This design comes from an exercise in tuning for small area on the open sky130 flow, not from production work. In this exercise RTL edits were held to simulation tests only and were not proved equivalent to the original. Power is estimated from default activity; no workload was simulated.

==> design.v <==
module rxfifo_fsm (
  input  wire        clk,
  input  wire        rst,           
  input  wire        cmd_valid,
  input  wire [11:0] cmd_word,
  output wire        cmd_ready,
  output reg         rsp_valid,
  output reg  [11:0] rsp_word,
  output reg         dat_valid,
  output reg  [7:0]  dat_byte,
  input  wire        irq_valid,
  input  wire [11:0] irq_word,
  output wire        irq_ready,
  output reg         adc_trigger
);
  localparam [3:0] OP_INIT    = 4'h1,
                   OP_RB_PUT  = 4'h2,
                   OP_RB_GET  = 4'h3,
                   OP_ISFULL  = 4'h4,
                   OP_ISEMPTY = 4'h5,
                   OP_RX_IRQ  = 4'h6,
                   OP_DRAIN   = 4'h7,
                   OP_FR_STEP = 4'h8,
                   OP_FR_FEED = 4'h9,
                   OP_POLL    = 4'hA;
  localparam [1:0] ERR_OK       = 2'd0,
                   ERR_ILLEGAL  = 2'd1,
                   ERR_NOTINIT  = 2'd2,
                   ERR_ALREADY  = 2'd3;
  localparam [2:0] S_START = 3'd0,
                   S_P     = 3'd1,
                   S_0     = 3'd2,
                   S_1     = 3'd3,
                   S_TERM  = 3'd4,
                   S_ANALYZING = 3'd5;
  reg [7:0] rb_mem [0:15];
  reg [3:0] rb_rd;
  reg [3:0] rb_wr;
  reg [4:0] rb_cnt;
  reg       rb_valid;
  reg       ie;
  reg [7:0] rxb;
  reg [7:0] fr_buf [0:5];
  reg [2:0] fr_state;
  reg [2:0] fr_idx;
  reg       fr_flag;
  reg       drain_busy;
  reg [7:0] drain_left;
  reg       drain_any;
  assign irq_ready = ie;
  assign cmd_ready = !drain_busy && !(irq_valid && ie);
  wire irq_fire = irq_valid && irq_ready;
  wire cmd_fire = cmd_valid && cmd_ready;
  wire [3:0] c_op  = cmd_word[11:8];
  wire [7:0] c_arg = cmd_word[7:0];
  wire rb_full  = (rb_cnt == 5'd16);
  wire rb_empty = (rb_cnt == 5'd0);
  wire [7:0] rb_head = rb_mem[rb_rd];
  reg c_legal;
  always @* begin
    case (c_op)
      OP_INIT, OP_RB_GET, OP_ISFULL, OP_ISEMPTY, OP_FR_STEP, OP_POLL:
        c_legal = (c_arg == 8'h00);
      OP_RB_PUT, OP_DRAIN, OP_FR_FEED:
        c_legal = 1'b1;
      default:
        c_legal = 1'b0;
    endcase
  end
  wire [7:0] fs_byte = (c_op == OP_FR_FEED)             ? c_arg   :
                       (c_op == OP_POLL && !fr_flag)    ? rb_head :
                                                          rxb;
  reg  [7:0] fs_expect;
  always @* begin
    case (fr_state)
      S_START: fs_expect = 8'h3A;
      S_P:     fs_expect = 8'h50;
      S_0:     fs_expect = 8'h30;
      S_1:     fs_expect = 8'h31;
      S_TERM:  fs_expect = 8'h0A;
      default: fs_expect = 8'h00;
    endcase
  end
  wire fs_match = (fs_byte == fs_expect);
  wire fs_text  = (fr_buf[0] == 8'h3A) && (fr_buf[1] == 8'h50) &&
                  (fr_buf[2] == 8'h30) && (fr_buf[3] == 8'h31) &&
                  (fr_buf[4] == 8'h0A) && (fr_buf[5] == 8'h00);
  reg       fs_append;      
  reg       fs_clear;       
  reg       fs_flag_next;   
  reg       fs_trig;        
  always @* begin
    fs_append    = 1'b0;
    fs_clear     = 1'b0;
    fs_flag_next = fr_flag;
    fs_trig      = 1'b0;
    if (fr_state <= S_TERM) begin
      if (fs_match) begin
        fs_append = 1'b1;
        if (fr_state == S_TERM)
          fs_flag_next = 1'b1;
      end else begin
        fs_clear = 1'b1;
      end
    end else if (fr_state == S_ANALYZING) begin
      fs_flag_next = 1'b0;
      fs_trig      = fs_text;
      fs_clear     = 1'b1;
    end else begin
      fs_clear = 1'b1;
    end
  end
  reg        do_init;
  reg        do_put;
  reg  [7:0] put_byte;
  reg        do_pop;
  reg        do_beat;
  reg        fs_do;
  reg        load_rxb;
  reg  [7:0] rxb_in;
  reg        start_drain;
  reg        finish_drain;
  reg        rsp_set;
  reg [11:0] rsp_next;
  always @* begin
    do_init      = 1'b0;
    do_put       = 1'b0;
    put_byte     = 8'h00;
    do_pop       = 1'b0;
    do_beat      = 1'b0;
    fs_do        = 1'b0;
    load_rxb     = 1'b0;
    rxb_in       = rxb;
    start_drain  = 1'b0;
    finish_drain = 1'b0;
    rsp_set      = 1'b0;
    rsp_next     = 12'h000;
    if (irq_fire) begin
      if (irq_word[11:8] == OP_RX_IRQ) begin
        do_put   = 1'b1;
        put_byte = irq_word[7:0];
      end
    end else if (drain_busy) begin
      if (drain_left != 8'd0 && !rb_empty) begin
        do_pop  = 1'b1;
        do_beat = 1'b1;
      end else begin
        finish_drain = 1'b1;
        rsp_set      = 1'b1;
        rsp_next     = {ERR_OK, 1'b0, drain_any, 8'h00};
      end
    end else if (cmd_fire) begin
      rsp_set = 1'b1;
      if (!c_legal) begin
        rsp_next = {ERR_ILLEGAL, 10'h000};
      end else begin
        case (c_op)
          OP_INIT: begin
            if (rb_valid)
              rsp_next = {ERR_ALREADY, 10'h000};
            else
              do_init = 1'b1;
          end
          OP_RB_PUT: begin
            if (!rb_valid) begin
              rsp_next = {ERR_NOTINIT, 10'h000};
            end else begin
              do_put   = 1'b1;
              put_byte = c_arg;
              rsp_next = {ERR_OK, 1'b0, rb_full, 8'h00};
            end
          end
          OP_RB_GET: begin
            if (!rb_valid) begin
              rsp_next = {ERR_NOTINIT, 10'h000};
            end else if (!rb_empty) begin
              do_pop   = 1'b1;
              rsp_next = {ERR_OK, 1'b0, 1'b1, rb_head};
            end
          end
          OP_ISFULL: begin
            if (!rb_valid)
              rsp_next = {ERR_NOTINIT, 10'h000};
            else
              rsp_next = {ERR_OK, 1'b0, rb_full, 8'h00};
          end
          OP_ISEMPTY: begin
            if (!rb_valid)
              rsp_next = {ERR_NOTINIT, 10'h000};
            else
              rsp_next = {ERR_OK, 1'b0, rb_empty, 8'h00};
          end
          OP_DRAIN: begin
            if (!rb_valid) begin
              rsp_next = {ERR_NOTINIT, 10'h000};
            end else begin
              start_drain = 1'b1;
              rsp_set     = 1'b0;    
            end
          end
          OP_FR_STEP: begin
            fs_do    = 1'b1;
            rsp_next = {ERR_OK, fs_trig, fs_flag_next, 8'h00};
          end
          OP_FR_FEED: begin
            load_rxb = 1'b1;
            rxb_in   = c_arg;
            fs_do    = 1'b1;
            rsp_next = {ERR_OK, fs_trig, fs_flag_next, 8'h00};
          end
          OP_POLL: begin
            if (fr_flag) begin
              fs_do    = 1'b1;
              rsp_next = {ERR_OK, fs_trig, fs_flag_next, 8'h00};
            end else if (!rb_valid) begin
              rsp_next = {ERR_NOTINIT, 10'h000};
            end else if (!rb_empty) begin
              do_pop   = 1'b1;
              load_rxb = 1'b1;
              rxb_in   = rb_head;
              fs_do    = 1'b1;
              rsp_next = {ERR_OK, fs_trig, fs_flag_next, 8'h00};
            end else begin
              rsp_next = {ERR_OK, 1'b0, fr_flag, 8'h00};
            end
          end
          default: rsp_next = {ERR_ILLEGAL, 10'h000};
        endcase
      end
    end
  end
  integer i;
  always @(posedge clk) begin
    if (!rst && do_put)
      rb_mem[rb_wr] <= put_byte;
  end
  always @(posedge clk) begin
    if (!rst) begin
      if (do_init) begin
        rb_rd  <= 4'd0;
        rb_wr  <= 4'd0;
        rb_cnt <= 5'd0;
      end else if (do_put) begin
        rb_wr <= rb_wr + 4'd1;
        if (rb_full)
          rb_rd <= rb_rd + 4'd1;
        else
          rb_cnt <= rb_cnt + 5'd1;
      end else if (do_pop) begin
        rb_rd  <= rb_rd + 4'd1;
        rb_cnt <= rb_cnt - 5'd1;
      end
    end
  end
  always @(posedge clk) begin
    if (rst) begin
      rb_valid    <= 1'b0;
      ie          <= 1'b0;
      rxb         <= 8'h00;
      fr_state    <= S_START;
      fr_idx      <= 3'd0;
      fr_flag     <= 1'b0;
      for (i = 0; i < 6; i = i + 1)
        fr_buf[i] <= 8'h00;
      drain_busy  <= 1'b0;
      drain_left  <= 8'd0;
      drain_any   <= 1'b0;
      rsp_valid   <= 1'b0;
      rsp_word    <= 12'h000;
      dat_valid   <= 1'b0;
      dat_byte    <= 8'h00;
      adc_trigger <= 1'b0;
    end else begin
      if (do_init) begin
        rb_valid <= 1'b1;
        ie       <= 1'b1;
      end
      if (start_drain) begin
        ie         <= 1'b0;
        drain_busy <= 1'b1;
        drain_left <= c_arg;
        drain_any  <= 1'b0;
      end
      if (do_beat) begin
        drain_left <= drain_left - 8'd1;
        drain_any  <= 1'b1;
      end
      if (finish_drain) begin
        ie         <= 1'b1;
        drain_busy <= 1'b0;
      end
      if (load_rxb)
        rxb <= rxb_in;
      if (fs_do) begin
        fr_flag <= fs_flag_next;
        if (fs_append) begin
          if (fr_idx < 3'd6)
            fr_buf[fr_idx] <= fs_byte;
          fr_idx   <= fr_idx + 3'd1;
          fr_state <= fr_state + 3'd1;
        end
        if (fs_clear) begin
          for (i = 0; i < 6; i = i + 1)
            fr_buf[i] <= 8'h00;
          fr_idx   <= 3'd0;
          fr_state <= S_START;
        end
      end
      rsp_valid   <= rsp_set;
      if (rsp_set)
        rsp_word <= rsp_next;
      dat_valid   <= do_beat;
      if (do_beat)
        dat_byte <= rb_head;
      adc_trigger <= fs_do && fs_trig;
    end
  end
endmodule
==> run.sh <==
#!/bin/bash
# synth_recipe.tcl (not shown) runs the flow's synth.tcl, then flattens the netlist and writes it again
# the make line also repeats each setting of config.mk as NAME=value (left out here)
make -C /OpenROAD-flow-scripts/flow DESIGN_CONFIG=/design/flow/config.mk WORK_HOME=/design/flow/orfs CLKGATE_MAP_FILE= SYNTH_SCRIPT=/design/flow/synth_recipe.tcl finish
==> config.mk <==
export PLATFORM = sky130hd
export DESIGN_NAME = rxfifo_fsm
export DESIGN_NICKNAME = rxfifo_fsm
export VERILOG_FILES = /design/flow/design.v
export SDC_FILE = /design/flow/constraint.sdc
export NUM_CORES = 4
export LEC_CHECK = 0
export CAP_MARGIN = 20
export CORE_MARGIN = 2
export CORE_UTILIZATION = 40
export PLACE_DENSITY = 0.6
export SLEW_MARGIN = 20
==> constraint.sdc <==
create_clock -name core_clock -period 10.0 [get_ports {clk}]
set_input_delay 2.0000 -clock core_clock [delete_from_list [all_inputs] [get_ports {clk}]]
set_output_delay 2.0000 -clock core_clock [all_outputs]
set_load 0.01 [all_outputs]
==> out/qor.tcl <==
set qor(run_status) {finished clean}
set qor(grt_pass1_vias) 6729
set qor(synth_ff_type) {edfxtp_1}
set qor(pwr-share-seq_pct) 51.6
set qor(biggest_fanout_along_the_worst_timing_path) 20
set qor(synth_largest_area_cell) {edfxtp_1}
set qor(power.total_mw) 2.11
set qor(clock_tree.htree_level_count) 1
set qor(leading_post_synthesis_cells_by_instance_count) {189 x edfxtp_1, 119 x nor2_1, 61 x nand2_1}
set qor(clk_transition_reported_paths_ns) 0.06
set qor(synth_warnings) 1
set qor(detailedRoute.firstIterationViolations) 780
set qor(clk_latency_ns) 0.54
set qor(comb_power_share_pct) 2.5
set qor(routed_wl_um) 25100
set qor(switching_power_mw) 0.428
set qor(leakagePower_nw) 4.39
set qor(placedInstanceArea_sq_um) 11600
set qor(finish.instance_area_sq_um) 12400
set qor(wire_length_of_the_first_global_routing_pass_um) 38800
set qor(worst_max_slew_margin_expressed_relative_to_the_limit_pct) 19.8
set qor(timing.reg2reg.worst_path_depth) 8
set qor(fp.dieH_um) 167
set qor(power_frac_clock_pct) 45.8
set qor(critPathBufInv) 1
set qor(yosysUniqueCellTypes) 76
set qor(worst-endpoint-arrival_ns) 6.12
set qor(clock_path_buffers) 3
set qor(clkSinkCount) 243
set qor(hpwl_um) 16800
set qor(die_x_um) 167
set qor(rrSetupSlack_ns) 5.59
set qor(final-max-slew-violation-count) 0
set qor(worst_setup_path_start_kind) {input port}
set qor(floorplan.initialDensity_pct) 40.8
set qor(timing.hold.worst_path_depth) 2
set qor(grt_antenna_before_repair) 0
set qor(synth_top_area_share_pct) 53.2
set qor(seq_area_frac_synth_pct) 63.3
set qor(port_buffers) 52
set qor(floorplan.die_area_sq_um) 28000
set qor(route.detailed.drc) 0
set qor(timing.critical_path.to_type) {register}
set qor(critPathSlowestCell) {clkdlybuf4s50_1}
set qor(synth.avg_cell_area_sq_um) 13.0
set qor(cts_root_cell) {clkbuf_16}
set qor(cts.hold.buffers_added) 0
set qor(crit_path_start) {cmd_word[8]}
set qor(syn-cell-area_sq_um) 10700
set qor(routed_len_inst_um) 20.2
set qor(max-vdd-ir-drop_mv) 0.116
set qor(worst_ep_required_time_ns) 10.24
set qor(fin_tns_setup_ns) 0
set qor(postCtsSetupRepairBufs) 0
set qor(floorplan.core_area_sq_um) 26100
set qor(cap_violations) 0
set qor(cpLargestDelayFamily) {simple AND/OR/NAND/NOR gates}
set qor(holdPathEnd) {rsp_word[3]}
set qor(timing.final.crit_share_pct) 58.8
set qor(cell_by_cell_trace_of_the_critical_path) {clkdlybuf4s50_1 -> or4b_1 -> nor2_1 -> o21ai_0 -> or2_2 -> or4_4 -> a211oi_4 -> nor2_1 -> a311o_1}
set qor(critical-path-max-stage-delay_ns) 0.75
set qor(layout-drive-gt1-share_pct) 12.1
set qor(synthCells) 823
set qor(num_vias) 6943
set qor(crit-reg2reg-capture) {fr_buf[3][6]}
set qor(path_class) {in -> reg}
set qor(io_pins) 53
set qor(intPower_mw) 1.68
set qor(postSynth.asyncResetShare_pct) 0
set qor(setup_repair_after_global_routing_missed_its_margin) {no}
set qor(min_clock_period_post_route_ns) 5.88
set qor(placement_rows) 59
set qor(grt_max_degree) 58
set qor(synth.top_cells.by_area) {edfxtp_1 53%, dfxtp_1 10%, mux4_2 6.5%}
set qor(layout.filler_cells) 2345
set qor(setup_viol) 0
set qor(hold_path_startpoint) {rsp_word[3]}
set qor(nets) 930
set qor(yosysMostFrequentCell) {edfxtp_1}
set qor(tritoncts) {done}
set qor(cts-buffers-inserted) 27
set qor(first_pass_detailed_route_iteration_total) 24
set qor(power.density_cell_area_nw_per_um2) 169
set qor(synth-edff-count) 189
set qor(timing.final.hold_violations) 0
set qor(cp_common_cell) {nor2_1}
set qor(tightestPinTransition_ns) 1.19
set qor(antenna-diode-count) 0
set qor(post_cts_resize_count) 0
set qor(ys_ff_latch) 243
set qor(globalRouteTotalUtil_pct) 17.9
set qor(syn2layout_area_growth_pct) 16.7
set qor(hold_path.class) {reg -> reg}
set qor(p_sw_share_pct) 20.3
set qor(route.detailed.vias_per_inst) 5.59
set qor(globalplace.congestion) 0.868
set qor(worst_clock_skew_ns) 0.0162
set qor(gr-total-overflow) 0
set qor(final_antenna_net_count) 0
set qor(achievable-frequency_mhz) 170
[tightest hold or removal path, delay by kind of cell (launching register included)]
| kind | cells | cell delay, ns |
|---|---|---|
| and+or+nand+nor | 1 | 0.05 |
| DFF | 1 | 0.31 |
| AOI/OAI and AO/OA | 1 | 0.05 |
[flip-flops by register name, indices dropped and copies added (netlist names), 5 cells and up, named ones only]
| signal | cells |
|---|---|
| rsp_word | 12 |
| rb_cnt | 5 |
| drain_left | 8 |
| dat_byte | 8 |
| fr_buf | 48 |
| rxb | 8 |
| rb_mem | 128 |
[layout make-up]
class | instances | area (sq um) | share of cell area [%]
Sequential cell | 243 | 6760 | 54.3
Multi-Input combinational cell | 533 | 3740 | 30.1
Clock buffer | 34 | 742 | 5.96
Timing Repair Buffer | 61 | 583 | 4.68
Tap cell | 335 | 419 | 3.37
Clock inverter | 16 | 134 | 1.08
Inverter | 19 | 71.3 | 0.573
[metal layers]
layer / track usage (%) / part of all wire, % / vias to the layer above
met5: 0 / 0 / -
li1: - / - / 3242
met2: 28.6 / 46 / 242
met1: 25.6 / 45 / 3424
met3: 2.88 / 6.5 / 35
met4: 4.80 / 2.2 / 0
[power by group through the flow]
stage / clock [mW] / combinational [mW] / sequential (mW)
5_1_grt: 1.02 / 0.0582 / 1.09
3_5_place_dp: 0 / 0.0529 / 1.11
3_3_place_gp: 0 / 0.0527 / 1.11
4_1_cts: 0.985 / 0.0532 / 1.09
2_1_floorplan: 0 / 0.0275 / 1.11
6_report: 0.967 / 0.0534 / 1.09
[cells by family after synthesis]
group                      after synthesis  share of synthesized area, %
muxes                                   50                          8.42
DFF                                    243                          63.3
xor gates and xnor gates                10                         0.821
adders and majority gates               17                          2.06
and+or+nand+nor                        295                          13.6
AOI/OAI and AO/OA                      149                          9.54
other                                    1                        0.0352
buffers and inverters                   58                          2.20
[worst max-delay path by stage]
stage | endpoint | slack (ns) | cells past startpoint
3_3_place_gp | rb_mem[3][1] | 3.63 | 9
6_report | fr_buf[3][6] | 4.12 | 9
2_1_floorplan | fr_buf[2][0] | 5.00 | 9
3_5_place_dp | rb_mem[1][2] | 3.53 | 9
5_1_grt | fr_buf[4][1] | 3.84 | 9
4_1_cts | rb_mem[1][6] | 4.07 | 9
[metrics by stage]
step | hold slack [ns] | instances | worst slack [ns] | utilization, %
2_1_floorplan | 0.451 | 834 | 5.00 | -
3_3_place_gp | 0.443 | 1191 | 3.63 | 44.2
3_5_place_dp | 0.452 | 1191 | 3.53 | 44.2
4_1_cts | 0.458 | 1241 | 4.07 | 47.6
5_1_grt | 0.483 | 1241 | 3.84 | 47.6
6_report | 0.454 | 1241 | 4.12 | 47.6
[cells in the final DEF, fill, tap and decap left out, types with 7 or more instances in the layout]
master / netlist / routed
conb_1: 1 / 12
inv_1: 18 / 18
buf_4: 2 / 9
mux2i_1: 11 / 11
nand2_1: 61 / 61
nor2b_1: 10 / 10
nor2_1: 119 / 118
clkbuf_16: 0 / 27
a31oi_1: 9 / 9
mux4_2: 31 / 31
a22o_1: 9 / 9
dfxtp_1: 54 / 52
a21oi_1: 50 / 50
nand3_1: 19 / 19
nor4_1: 8 / 7
edfxtp_1: 189 / 189
nor3_1: 14 / 11
ha_1: 16 / 16
clkdlybuf4s50_1: 0 / 51
nand2b_1: 9 / 9
a22oi_1: 13 / 13
clkinv_1: 1 / 7
nand4_1: 7 / 7
mux2_2: 8 / 8
o21ai_0: 19 / 19

[what the ideal ports hide]
Ports are ideal in the flow. The routed layout listed here was re-timed in OpenROAD. Step 1 assumes that a clkbuf_16 drives the clock port and a buf_2 every other input. Step 2 also shifts input and output timing later by t, the mid clock arrival at the registers, as if the neighbouring blocks saw the same clock. a / b / c = no drivers / after step 1 / after step 2; a / b = the first two.
t (ns): 0.579
setup slack, ns: 4.125 / 4.150 / 3.571
clock arrival spread, ns: 0.016 / 0.017
After both steps this run still meets setup and hold. The setup slack of this run moves by +0.025 ns with the drivers and by -0.554 ns with both steps.
